Context: an optimization exercise on an open-source flow, tuned for small area. The choices shown serve that exercise and are no tape-out recipe.
Only simulation tests tie the RTL to the original design; equivalence was not proved.
The clock port is modelled as an ideal driver; clocking choices that lean on that would not hold on a real chip.
No activity file was given, so power comes from the tool's default toggle rates.

==> inputs of run F <==
Design nexa_tx, start of the top module:
module nexa_tx (
    input  wire        clk,
    input  wire        rst,
    input  wire        start,
    input  wire [63:0] cmd,
    input  wire [31:0] now_us,
    output wire        pin,
    output wire        busy,
    output wire        fault
);
==> module nexa_tx, before the edit <==
module nexa_tx (
    input  wire        clk,
    input  wire        rst,
    input  wire        start,
    input  wire [63:0] cmd,
    input  wire [31:0] now_us,
    output wire        pin,
    output wire        busy,
    output wire        fault
);
    localparam [8:0]  POS_SYNC = 9'd245;
    reg        busy_r;
    reg        fault_r;
    reg [28:0] bits_r;      
    reg [15:0] reps_left;
    reg [8:0]  pos;
    reg [31:0] dl;          
    assign busy  = busy_r;
    assign fault = fault_r;
    wire [7:0] cmd_unit  = cmd[39:32];
    wire       cmd_valid = (cmd_unit >= 8'd1) && (cmd_unit <= 8'd4) && (cmd[63:48] != 16'd0);
    wire [32:0] cc;
    assign cc[0] = 1'b1;
    genvar i;
    generate for (i = 0; i < 32; i = i + 1) begin : g_cmp
        assign cc[i+1] = (now_us[i] & ~dl[i]) | (now_us[i] & cc[i]) | (~dl[i] & cc[i]);
    end endgenerate
    wire reached = ~(now_us[31] ^ ~dl[31] ^ cc[31]);
    wire in_data  = pos[8];
    wire at_last  = ~pos[8] & ~pos[7] & pos[5] & pos[3] & pos[1] & ~pos[0];  
    wire in_gap   = ~pos[8] & ~pos[7] & pos[5] & pos[3] & pos[1] &  pos[0];  
    wire at_sync0 = ~pos[8] &  pos[7] & ~pos[3] & ~pos[1];                   
    wire at_pause0= ~pos[8] & ~pos[7] & (pos[5:0] == 6'd0);                  
    wire [31:0] frame_bits = {bits_r[0], bits_r[1], 1'b1, 1'b1, bits_r[2], 1'b1, bits_r[3], bits_r[4], bits_r[5],
                              bits_r[6], bits_r[7], bits_r[8], bits_r[9], bits_r[10], bits_r[11], bits_r[12],
                              bits_r[13], bits_r[14], bits_r[15], bits_r[16], bits_r[17], bits_r[18], bits_r[19],
                              bits_r[20], bits_r[21], bits_r[22], bits_r[23], bits_r[24], bits_r[25], bits_r[26],
                              bits_r[27], bits_r[28]};
    wire        dbit = frame_bits[pos[7:3]];
    wire [2:0] j = pos[2:0];
    wire data_level = (j == 3'd0) | ((j == 3'd2) & dbit) | ((j == 3'd6) & ~dbit);
    assign pin = busy_r & (in_data ? data_level : (at_sync0 | at_pause0));
    wire last_rep = (reps_left == 16'd1);
    wire idle       = ~busy_r;
    wire go         = idle & start & cmd_valid;
    wire slot_step  = busy_r & ~in_gap & reached;
    wire gap_step   = busy_r &  in_gap & reached;
    wire restart    = gap_step & ~last_rep;
    wire        use_dl  = busy_r & ~in_gap & ~at_last;
    wire        to_gap  = busy_r & at_last;
    wire [31:0] add_a   = use_dl ? dl : now_us;
    wire [31:0] add_b   = {16'd0, to_gap, 3'd0, to_gap, 3'd0, 1'b1, ~to_gap, 1'b1, 1'b1, 1'b1, 1'b0, ~to_gap, 1'b0};
    wire [31:0] dl_next;
    wire [32:0] ac;
    assign ac[0] = 1'b0;
    generate for (i = 0; i < 32; i = i + 1) begin : g_add
        assign dl_next[i] = add_a[i] ^ add_b[i] ^ ac[i];
        assign ac[i+1]    = (add_a[i] & add_b[i]) | (add_a[i] & ac[i]) | (add_b[i] & ac[i]);
    end endgenerate
    always @(posedge clk) begin
        if (rst) begin
            busy_r  <= 1'b0;
            fault_r <= 1'b0;
        end else begin
            if (start & busy_r)
                fault_r <= 1'b1;
            if (go)
                busy_r <= 1'b1;
            else if (gap_step & last_rep)
                busy_r <= 1'b0;
        end
        if (idle) begin
            bits_r    <= {cmd[25:0], ~cmd[40], cmd[33] ^ cmd[32], cmd[32]};
            reps_left <= cmd[63:48];
        end else if (gap_step) begin
            reps_left <= reps_left - 16'd1;
        end
        if (go | restart | slot_step)
            pos <= (idle | in_gap) ? POS_SYNC : pos + 9'd1;
        if (go | slot_step | restart)
            dl <= dl_next;
    end
endmodule
==> flow/config.mk <==
export PLATFORM = sky130hd
export DESIGN_NAME = nexa_tx
export DESIGN_NICKNAME = nexa_tx
export VERILOG_FILES = /design/flow/design.v
export SDC_FILE = /design/flow/constraint.sdc
export NUM_CORES = 4
export LEC_CHECK = 0
export CAP_MARGIN = 20
export CORE_MARGIN = 2
export CORE_UTILIZATION = 40
export GPL_TIMING_DRIVEN = 0
export PLACE_DENSITY = 0.6
export SLEW_MARGIN = 20
==> flow/constraint.sdc <==
create_clock -name core_clock -period 10.0 [get_ports {clk}]
set_input_delay 2.0000 -clock core_clock [delete_from_list [all_inputs] [get_ports {clk}]]
set_output_delay 2.0000 -clock core_clock [all_outputs]
set_load 0.01 [all_outputs]
standard.sh (not shown) runs the stock make flow with config.mk's settings and CLKGATE_MAP_FILE= SYNTH_SCRIPT=/design/flow/synth_recipe.tcl, a recipe that flattens the netlist after the stock synthesis.
==> flow/flow/run.sh <==
#!/bin/bash
# Standard ORFS layout with three changes:
#  - abc maps the combinational logic with an area-oriented script
#    (flow/abc_area.script, used through ABC_AREA=1 from a copy of the
#    ORFS scripts folder that differs only in that file);
#  - single-drive port buffers;
#  - a lighter clock tree (clkbuf_4/8, no dummy loads).
# Full tool output goes to standard.log and ORFS's own logs.
set -o pipefail
cp -r "$FLOW_HOME/scripts" scripts_mod
cp flow/abc_area.script scripts_mod/abc_area.script
bash standard.sh SCRIPTS_DIR="$PWD/scripts_mod" ABC_AREA=1 \
  BUFFER_PORTS_ARGS="-buffer_cell sky130_fd_sc_hd__buf_1" \
  CTS_ARGS="-sink_clustering_enable -repair_clock_nets -dont_use_dummy_load -buf_list {sky130_fd_sc_hd__clkbuf_4 sky130_fd_sc_hd__clkbuf_8}" \
  finish > standard.log 2>&1
==> flow/flow/abc_area.script <==
&get -n
&st
&dch
&nf -R 1000 -p -a
&put
topo
dnsize -c
==> inputs of run B, as changes to run F <==
--- a/flow/design.v
+++ b/flow/design.v
@@ -15,5 +15,6 @@
     reg [15:0] reps_left;
     reg [8:0]  pos;
-    reg [31:0] dl;          
+    reg [31:1] ndl;         
+    reg        dl0;         
     assign busy  = busy_r;
     assign fault = fault_r;
@@ -22,9 +23,10 @@
     wire [32:0] cc;
     assign cc[0] = 1'b1;
+    assign cc[1] = now_us[0] | ~dl0;
     genvar i;
-    generate for (i = 0; i < 32; i = i + 1) begin : g_cmp
-        assign cc[i+1] = (now_us[i] & ~dl[i]) | (now_us[i] & cc[i]) | (~dl[i] & cc[i]);
+    generate for (i = 1; i < 32; i = i + 1) begin : g_cmp
+        assign cc[i+1] = (now_us[i] & ndl[i]) | (now_us[i] & cc[i]) | (ndl[i] & cc[i]);
     end endgenerate
-    wire reached = ~(now_us[31] ^ ~dl[31] ^ cc[31]);
+    wire reached = ~(now_us[31] ^ ndl[31] ^ cc[31]);
     wire in_data  = pos[8];
     wire at_last  = ~pos[8] & ~pos[7] & pos[5] & pos[3] & pos[1] & ~pos[0];  
@@ -49,13 +51,15 @@
     wire        use_dl  = busy_r & ~in_gap & ~at_last;
     wire        to_gap  = busy_r & at_last;
-    wire [31:0] add_a   = use_dl ? dl : now_us;
-    wire [31:0] add_b   = {16'd0, to_gap, 3'd0, to_gap, 3'd0, 1'b1, ~to_gap, 1'b1, 1'b1, 1'b1, 1'b0, ~to_gap, 1'b0};
-    wire [31:0] dl_next;
-    wire [32:0] ac;
-    assign ac[0] = 1'b0;
-    generate for (i = 0; i < 32; i = i + 1) begin : g_add
-        assign dl_next[i] = add_a[i] ^ add_b[i] ^ ac[i];
-        assign ac[i+1]    = (add_a[i] & add_b[i]) | (add_a[i] & ac[i]) | (add_b[i] & ac[i]);
+    wire [31:1] add_a   = use_dl ? ndl : ~now_us[31:1];
+    wire [31:0] k       = {16'd0, to_gap, 3'd0, to_gap, 3'd0, 1'b1, ~to_gap, 1'b1, 1'b1, 1'b1, 1'b0, ~to_gap, 1'b0};
+    wire [31:0] add_b   = ~k + 32'd1;    
+    wire [31:1] ndl_next;
+    wire [32:1] ac;
+    assign ac[1] = 1'b0;
+    generate for (i = 1; i < 32; i = i + 1) begin : g_add
+        assign ndl_next[i] = add_a[i] ^ add_b[i] ^ ac[i];
+        assign ac[i+1]     = (add_a[i] & add_b[i]) | (add_a[i] & ac[i]) | (add_b[i] & ac[i]);
     end endgenerate
+    wire        dl0_next = use_dl ? dl0 : now_us[0];
     always @(posedge clk) begin
         if (rst) begin
@@ -79,5 +83,8 @@
             pos <= (idle | in_gap) ? POS_SYNC : pos + 9'd1;
         if (go | slot_step | restart)
-            dl <= dl_next;
+        begin
+            ndl <= ndl_next;
+            dl0 <= dl0_next;
+        end
     end
 endmodule
==> flow/flow/run.sh (replaced) <==
#!/bin/bash
# Standard ORFS layout with these changes:
#  - abc maps the combinational logic with flow/abc_area.script (through
#    ABC_AREA=1 from a copy of the ORFS scripts folder that differs only in
#    that file);
#  - single-drive (buf_1) port buffers;
#  - clock tree from clkbuf_4 without dummy loads; flow/post_cts.tcl then
#    upsizes any leaf buffer whose flip-flop clock pins would be slow.
# Full tool output goes to standard.log and ORFS's own logs.
set -o pipefail
cp -r "$FLOW_HOME/scripts" scripts_mod
cp flow/abc_area.script scripts_mod/abc_area.script
bash standard.sh SCRIPTS_DIR="$PWD/scripts_mod" ABC_AREA=1 \
  BUFFER_PORTS_ARGS="-buffer_cell sky130_fd_sc_hd__buf_1" \
  CTS_ARGS="-sink_clustering_enable -repair_clock_nets -dont_use_dummy_load -buf_list {sky130_fd_sc_hd__clkbuf_4}" \
  POST_CTS_TCL="$PWD/flow/post_cts.tcl" \
  finish > standard.log 2>&1
==> flow/flow/abc_area.script (replaced) <==
&get -n
&st
&dch
&nf -p
&put
mfs2
&get -n
&st
&dch
&nf -p
&put
buffer -c
topo
stime -c
upsize -c
dnsize -c
==> flow/flow/post_cts.tcl (new file) <==
# After clock tree synthesis (built from clkbuf_4 only): upsize each clock
# buffer that drives a flip-flop clock pin whose estimated slew exceeds 100 ps
# to clkbuf_8, then legalize the placement again.
estimate_parasitics -placement
set upsized {}
foreach pin [all_registers -clock_pins -edge_triggered] {
  set worst 0
  foreach edge {rise fall} {
    foreach a {min max} {
      set s [sta::time_ui_sta [get_property $pin slew_${a}_$edge]]
      set worst [expr {max($worst, $s * 1e12)}]
    }
  }
  if {$worst > 100} {
    set net [get_nets -of_objects $pin]
    foreach drv [get_pins -of_objects $net -filter "direction==output"] {
      set inst [get_cells -of_objects $drv]
      set name [get_full_name $inst]
      if {[get_property $inst ref_name] eq "sky130_fd_sc_hd__clkbuf_4" && [lsearch $upsized $name] < 0} {
        puts "post_cts: upsizing $name (clock pin slew [format %.1f $worst] ps)"
        replace_cell $name sky130_fd_sc_hd__clkbuf_8
        lappend upsized $name
      }
    }
  }
}
if {[llength $upsized]} {
  estimate_parasitics -placement
  detailed_placement
  check_placement -verbose
}
Settings changed: CORE_UTILIZATION 40 to 65, GPL_TIMING_DRIVEN 0 to unset, PLACE_DENSITY 0.6 to 0.75.
==> notes <==
- In sequential cell count, run B and run F do not differ.
- Between run F and run B, the lower global-route usage is in run F (gap 8.8 points).
- Of run F and run B, run B has the higher clock skew (gap 9.2 ps).
- In run B the fmax is higher than in run F, by about 44%.
- Against run F, the area after synthesis of run B is lower by about 0.26%.
- Against run B, the via count of run F is lower by about 5%.
- Between run B and run F, the lower clock power is in run B (gap about 4%, measured against run F).
- In run B the core utilization is higher than in run F, by 26 points.
- Between run F and run B, the lower cell area is in run B (gap about 7%, measured against run B).
- Run F reached the layout checks and failed them: negative setup slack. Run B produced a clean layout.
- Non-clock buffer count: run F is higher than run B (13).

==> run a <==
==> flow/design.v <==
module nexa_tx (
    input  wire        clk,
    input  wire        rst,
    input  wire        start,
    input  wire [63:0] cmd,
    input  wire [31:0] now_us,
    output wire        pin,
    output wire        busy,
    output wire        fault
);
    localparam [8:0]  POS_SYNC = 9'd245;
    reg        busy_r;
    reg        fault_r;
    reg [28:0] bits_r;      
    reg [15:0] reps_left;
    reg [8:0]  pos;
    reg [31:0] dl;          
    assign busy  = busy_r;
    assign fault = fault_r;
    wire [7:0] cmd_unit  = cmd[39:32];
    wire       cmd_valid = (cmd_unit >= 8'd1) && (cmd_unit <= 8'd4) && (cmd[63:48] != 16'd0);
    wire [31:0] diff    = now_us - dl;
    wire        reached = ~diff[31];
    wire in_data  = pos[8];
    wire at_last  = ~pos[8] & ~pos[7] & pos[5] & pos[3] & pos[1] & ~pos[0];  
    wire in_gap   = ~pos[8] & ~pos[7] & pos[5] & pos[3] & pos[1] &  pos[0];  
    wire at_sync0 = ~pos[8] &  pos[7] & ~pos[3] & ~pos[1];                   
    wire at_pause0= ~pos[8] & ~pos[7] & (pos[5:0] == 6'd0);                  
    wire [31:0] frame_bits = {bits_r[28:3], 1'b1, bits_r[2], 1'b1, 1'b1, bits_r[1], bits_r[0]};
    wire        dbit = frame_bits[5'd31 - pos[7:3]];
    wire [2:0] j = pos[2:0];
    wire data_level = (j == 3'd0) | ((j == 3'd2) & dbit) | ((j == 3'd6) & ~dbit);
    assign pin = busy_r & (in_data ? data_level : (at_sync0 | at_pause0));
    wire last_rep = (reps_left == 16'd1);
    wire idle       = ~busy_r;
    wire go         = idle & start & cmd_valid;
    wire slot_step  = busy_r & ~in_gap & reached;
    wire gap_step   = busy_r &  in_gap & reached;
    wire restart    = gap_step & ~last_rep;
    wire        use_dl  = slot_step & ~at_last;
    wire [31:0] add_a   = use_dl ? dl : now_us;
    wire [31:0] add_b   = (slot_step & at_last) ? 32'd35000 : 32'd250;
    wire [31:0] dl_next = add_a + add_b;
    always @(posedge clk) begin
        if (rst) begin
            busy_r  <= 1'b0;
            fault_r <= 1'b0;
        end else begin
            if (start & busy_r)
                fault_r <= 1'b1;
            if (go)
                busy_r <= 1'b1;
            else if (gap_step & last_rep)
                busy_r <= 1'b0;
        end
        if (idle) begin
            bits_r    <= {cmd[25:0], ~cmd[40], cmd[33] ^ cmd[32], cmd[32]};
            reps_left <= cmd[63:48];
        end else if (gap_step) begin
            reps_left <= reps_left - 16'd1;
        end
        if (go | restart)
            pos <= POS_SYNC;
        else if (slot_step)
            pos <= pos + 9'd1;
        if (go | slot_step | restart)
            dl <= dl_next;
    end
endmodule
==> flow/run.sh <==
#!/bin/bash
# synth_recipe.tcl (not shown) runs the flow's synth.tcl, then flattens the netlist and writes it again
# the make line also repeats each setting of config.mk as NAME=value (left out here)
make -C /OpenROAD-flow-scripts/flow DESIGN_CONFIG=/design/flow/config.mk WORK_HOME=/design/flow/orfs CLKGATE_MAP_FILE= SYNTH_SCRIPT=/design/flow/synth_recipe.tcl finish
==> flow/config.mk <==
export PLATFORM = sky130hd
export DESIGN_NAME = nexa_tx
export DESIGN_NICKNAME = nexa_tx
export VERILOG_FILES = /design/flow/design.v
export SDC_FILE = /design/flow/constraint.sdc
export NUM_CORES = 4
export LEC_CHECK = 0
export CAP_MARGIN = 20
export CORE_MARGIN = 2
export CORE_UTILIZATION = 40
export PLACE_DENSITY = 0.6
export SLEW_MARGIN = 20
==> flow/constraint.sdc <==
create_clock -name core_clock -period 10.0 [get_ports {clk}]
set_input_delay 2.0000 -clock core_clock [delete_from_list [all_inputs] [get_ports {clk}]]
set_output_delay 2.0000 -clock core_clock [all_outputs]
set_load 0.01 [all_outputs]
==> run b: changes against run a <==
--- a/flow/design.v
+++ b/flow/design.v
@@ -16,3 +16,4 @@
     reg [8:0]  pos;
-    reg [31:0] dl;          
+    reg [31:1] ndl;         
+    reg        dl0;         
     assign busy  = busy_r;
@@ -21,4 +22,10 @@
     wire       cmd_valid = (cmd_unit >= 8'd1) && (cmd_unit <= 8'd4) && (cmd[63:48] != 16'd0);
-    wire [31:0] diff    = now_us - dl;
-    wire        reached = ~diff[31];
+    wire [32:0] cc;
+    assign cc[0] = 1'b1;
+    assign cc[1] = now_us[0] | ~dl0;
+    genvar i;
+    generate for (i = 1; i < 32; i = i + 1) begin : g_cmp
+        assign cc[i+1] = (now_us[i] & ndl[i]) | (now_us[i] & cc[i]) | (ndl[i] & cc[i]);
+    end endgenerate
+    wire reached = ~(now_us[31] ^ ndl[31] ^ cc[31]);
     wire in_data  = pos[8];
@@ -28,4 +35,8 @@
     wire at_pause0= ~pos[8] & ~pos[7] & (pos[5:0] == 6'd0);                  
-    wire [31:0] frame_bits = {bits_r[28:3], 1'b1, bits_r[2], 1'b1, 1'b1, bits_r[1], bits_r[0]};
-    wire        dbit = frame_bits[5'd31 - pos[7:3]];
+    wire [31:0] frame_bits = {bits_r[0], bits_r[1], 1'b1, 1'b1, bits_r[2], 1'b1, bits_r[3], bits_r[4], bits_r[5],
+                              bits_r[6], bits_r[7], bits_r[8], bits_r[9], bits_r[10], bits_r[11], bits_r[12],
+                              bits_r[13], bits_r[14], bits_r[15], bits_r[16], bits_r[17], bits_r[18], bits_r[19],
+                              bits_r[20], bits_r[21], bits_r[22], bits_r[23], bits_r[24], bits_r[25], bits_r[26],
+                              bits_r[27], bits_r[28]};
+    wire        dbit = frame_bits[pos[7:3]];
     wire [2:0] j = pos[2:0];
@@ -39,6 +50,15 @@
     wire restart    = gap_step & ~last_rep;
-    wire        use_dl  = slot_step & ~at_last;
-    wire [31:0] add_a   = use_dl ? dl : now_us;
-    wire [31:0] add_b   = (slot_step & at_last) ? 32'd35000 : 32'd250;
-    wire [31:0] dl_next = add_a + add_b;
+    wire        use_dl  = busy_r & ~in_gap & ~at_last;
+    wire        to_gap  = busy_r & at_last;
+    wire [31:1] add_a   = use_dl ? ndl : ~now_us[31:1];
+    wire [31:0] k       = {16'd0, to_gap, 3'd0, to_gap, 3'd0, 1'b1, ~to_gap, 1'b1, 1'b1, 1'b1, 1'b0, ~to_gap, 1'b0};
+    wire [31:0] add_b   = ~k + 32'd1;    
+    wire [31:1] ndl_next;
+    wire [32:1] ac;
+    assign ac[1] = 1'b0;
+    generate for (i = 1; i < 32; i = i + 1) begin : g_add
+        assign ndl_next[i] = add_a[i] ^ add_b[i] ^ ac[i];
+        assign ac[i+1]     = (add_a[i] & add_b[i]) | (add_a[i] & ac[i]) | (add_b[i] & ac[i]);
+    end endgenerate
+    wire        dl0_next = use_dl ? dl0 : now_us[0];
     always @(posedge clk) begin
@@ -61,8 +81,9 @@
         end
-        if (go | restart)
-            pos <= POS_SYNC;
-        else if (slot_step)
-            pos <= pos + 9'd1;
+        if (go | restart | slot_step)
+            pos <= (idle | in_gap) ? POS_SYNC : pos + 9'd1;
         if (go | slot_step | restart)
-            dl <= dl_next;
+        begin
+            ndl <= ndl_next;
+            dl0 <= dl0_next;
+        end
     end
==> flow/flow/run.sh (new file) <==
#!/bin/bash
# Standard ORFS layout with these changes:
#  - abc maps the combinational logic with flow/abc_area.script (through
#    ABC_AREA=1 from a copy of the ORFS scripts folder that differs only in
#    that file);
#  - single-drive (buf_1) port buffers;
#  - clock tree from clkbuf_4 without dummy loads; flow/post_cts.tcl then
#    upsizes any leaf buffer whose flip-flop clock pins would be slow.
# Full tool output goes to standard.log and ORFS's own logs.
set -o pipefail
cp -r "$FLOW_HOME/scripts" scripts_mod
cp flow/abc_area.script scripts_mod/abc_area.script
bash standard.sh SCRIPTS_DIR="$PWD/scripts_mod" ABC_AREA=1 \
  BUFFER_PORTS_ARGS="-buffer_cell sky130_fd_sc_hd__buf_1" \
  CTS_ARGS="-sink_clustering_enable -repair_clock_nets -dont_use_dummy_load -sink_clustering_levels 1 -sink_clustering_size 24 -sink_clustering_max_diameter 300 -buf_list {sky130_fd_sc_hd__clkbuf_8}" \
  POST_CTS_TCL="$PWD/flow/post_cts.tcl" \
  finish > standard.log 2>&1
==> flow/flow/abc_area.script (new file) <==
&get -n
&st
&dch
&nf -p
&st
&dch
&nf -p
&put
buffer -c
topo
stime -c
upsize -c
dnsize -c
==> flow/flow/post_cts.tcl (new file) <==
# After clock tree synthesis (built from clkbuf_4 only): upsize each clock
# buffer that drives a flip-flop clock pin whose estimated slew exceeds 100 ps
# to clkbuf_8, then legalize the placement again.
estimate_parasitics -placement
set upsized {}
foreach pin [all_registers -clock_pins -edge_triggered] {
  set worst 0
  foreach edge {rise fall} {
    foreach a {min max} {
      set s [sta::time_ui_sta [get_property $pin slew_${a}_$edge]]
      set worst [expr {max($worst, $s * 1e12)}]
    }
  }
  if {$worst > 100} {
    set net [get_nets -of_objects $pin]
    foreach drv [get_pins -of_objects $net -filter "direction==output"] {
      set inst [get_cells -of_objects $drv]
      set name [get_full_name $inst]
      if {[get_property $inst ref_name] eq "sky130_fd_sc_hd__clkbuf_4" && [lsearch $upsized $name] < 0} {
        puts "post_cts: upsizing $name (clock pin slew [format %.1f $worst] ps)"
        replace_cell $name sky130_fd_sc_hd__clkbuf_8
        lappend upsized $name
      }
    }
  }
}
if {[llength $upsized]} {
  estimate_parasitics -placement
  detailed_placement
  check_placement -verbose
}
==> flow/standard.sh (new file) <==
#!/bin/bash
# synth_recipe.tcl (not shown) runs the flow's synth.tcl, then flattens the netlist and writes it again
# the make line also repeats each setting of config.mk as NAME=value (left out here)
make -C /OpenROAD-flow-scripts/flow DESIGN_CONFIG=/design/flow/config.mk WORK_HOME=/design/flow/orfs CLKGATE_MAP_FILE= SYNTH_SCRIPT=/design/flow/synth_recipe.tcl "${@:-finish}"
Settings changed: CORE_UTILIZATION 40 to 65, PLACE_DENSITY 0.6 to 0.75.
removed: flow/run.sh
==> impl_table.tex <==
\begin{tabular}{lr}
\hline
Metric & Value \\
\hline
\multicolumn{2}{l}{\textbf{Run status}} \\
\quad Outcome & timing/DRC/antenna clean \\
\multicolumn{2}{l}{\textbf{Finish}} \\
\quad Layout filler cell count & 1361 \\
\quad Sequential fraction of total cell area & 34.29\% \\
\multicolumn{2}{l}{\textbf{Power}} \\
\quad Part of the power in registers & 47.6\% \\
\multicolumn{2}{l}{\textbf{Setup path}} \\
\quad Crit-path cells & clkdlybuf4s50\_1, ha\_1, a21oi\_1, o21ai\_1, a22oi\_1, o211ai\_1, a32o\_2, nor2\_4, nand2b\_4, o21ai\_0, ha\_1, ha\_1, nor4\_1, o21ai\_0, a31oi\_2, a211oi\_4, nor2\_2, nor3\_1, xnor2\_1 \\
\hline
\end{tabular}
the above is filed under run a

==> impl_table.tex <==
\begin{tabular}{lr}
\hline
Metric & Value \\
\hline
\multicolumn{2}{l}{\textbf{Yosys}} \\
\quad Nets in the synthesized netlist & 586 \\
\quad Post-synth top flop & sky130\_fd\_sc\_hd\_\_edfxtp\_1 \\
\multicolumn{2}{l}{\textbf{Placement}} \\
\quad Cell area after placement & 5303 um2 \\
\multicolumn{2}{l}{\textbf{STA}} \\
\quad Fin Setup TNS & 0 ns \\
\multicolumn{2}{l}{\textbf{Finish}} \\
\quad Sequential fraction of total cell area & 48.33\% \\
\multicolumn{2}{l}{\textbf{Run status}} \\
\quad Outcome & timing/DRC/antenna clean \\
\multicolumn{2}{l}{\textbf{Drt}} \\
\quad Post-detailed-routing wire length & 9602 um \\
\hline
\end{tabular}
the above is filed under run b

-- separate check: timing with driven ports --
Ports are ideal in the flow. The routed layouts listed here were re-timed in OpenROAD.
Step 1, drivers: a clkbuf_16 drives clk and a buf_2 each remaining input, both assumed.
Step 2 times the ports against the registers' clock, not the clock port: input delays grow and output delays shrink by t, the midpoint of the rising clock arrivals with the driver on.
a / b / c = ideal ports / drivers / drivers and shift; a / b = the first two.
| run | t, ns | setup slack, ns | worst setup path after step 2 |
|---|---|---|---|
| run F of note 1 | 0.389 | -2.274 / -2.269 / -2.657 | input to register |
| run B of note 1 | 0.454 | 1.482 / 1.482 / 1.388 | input to register |
| run a of note 2 | 0.383 | 2.908 / 2.922 / 2.540 | input to register |
| run b of note 2 | 0.372 | 1.734 / 1.735 / 1.363 | input to register |
The setup slack of run F of note 1, which loses most, moves by +0.005 ns with the drivers and by -0.383 ns with both steps.
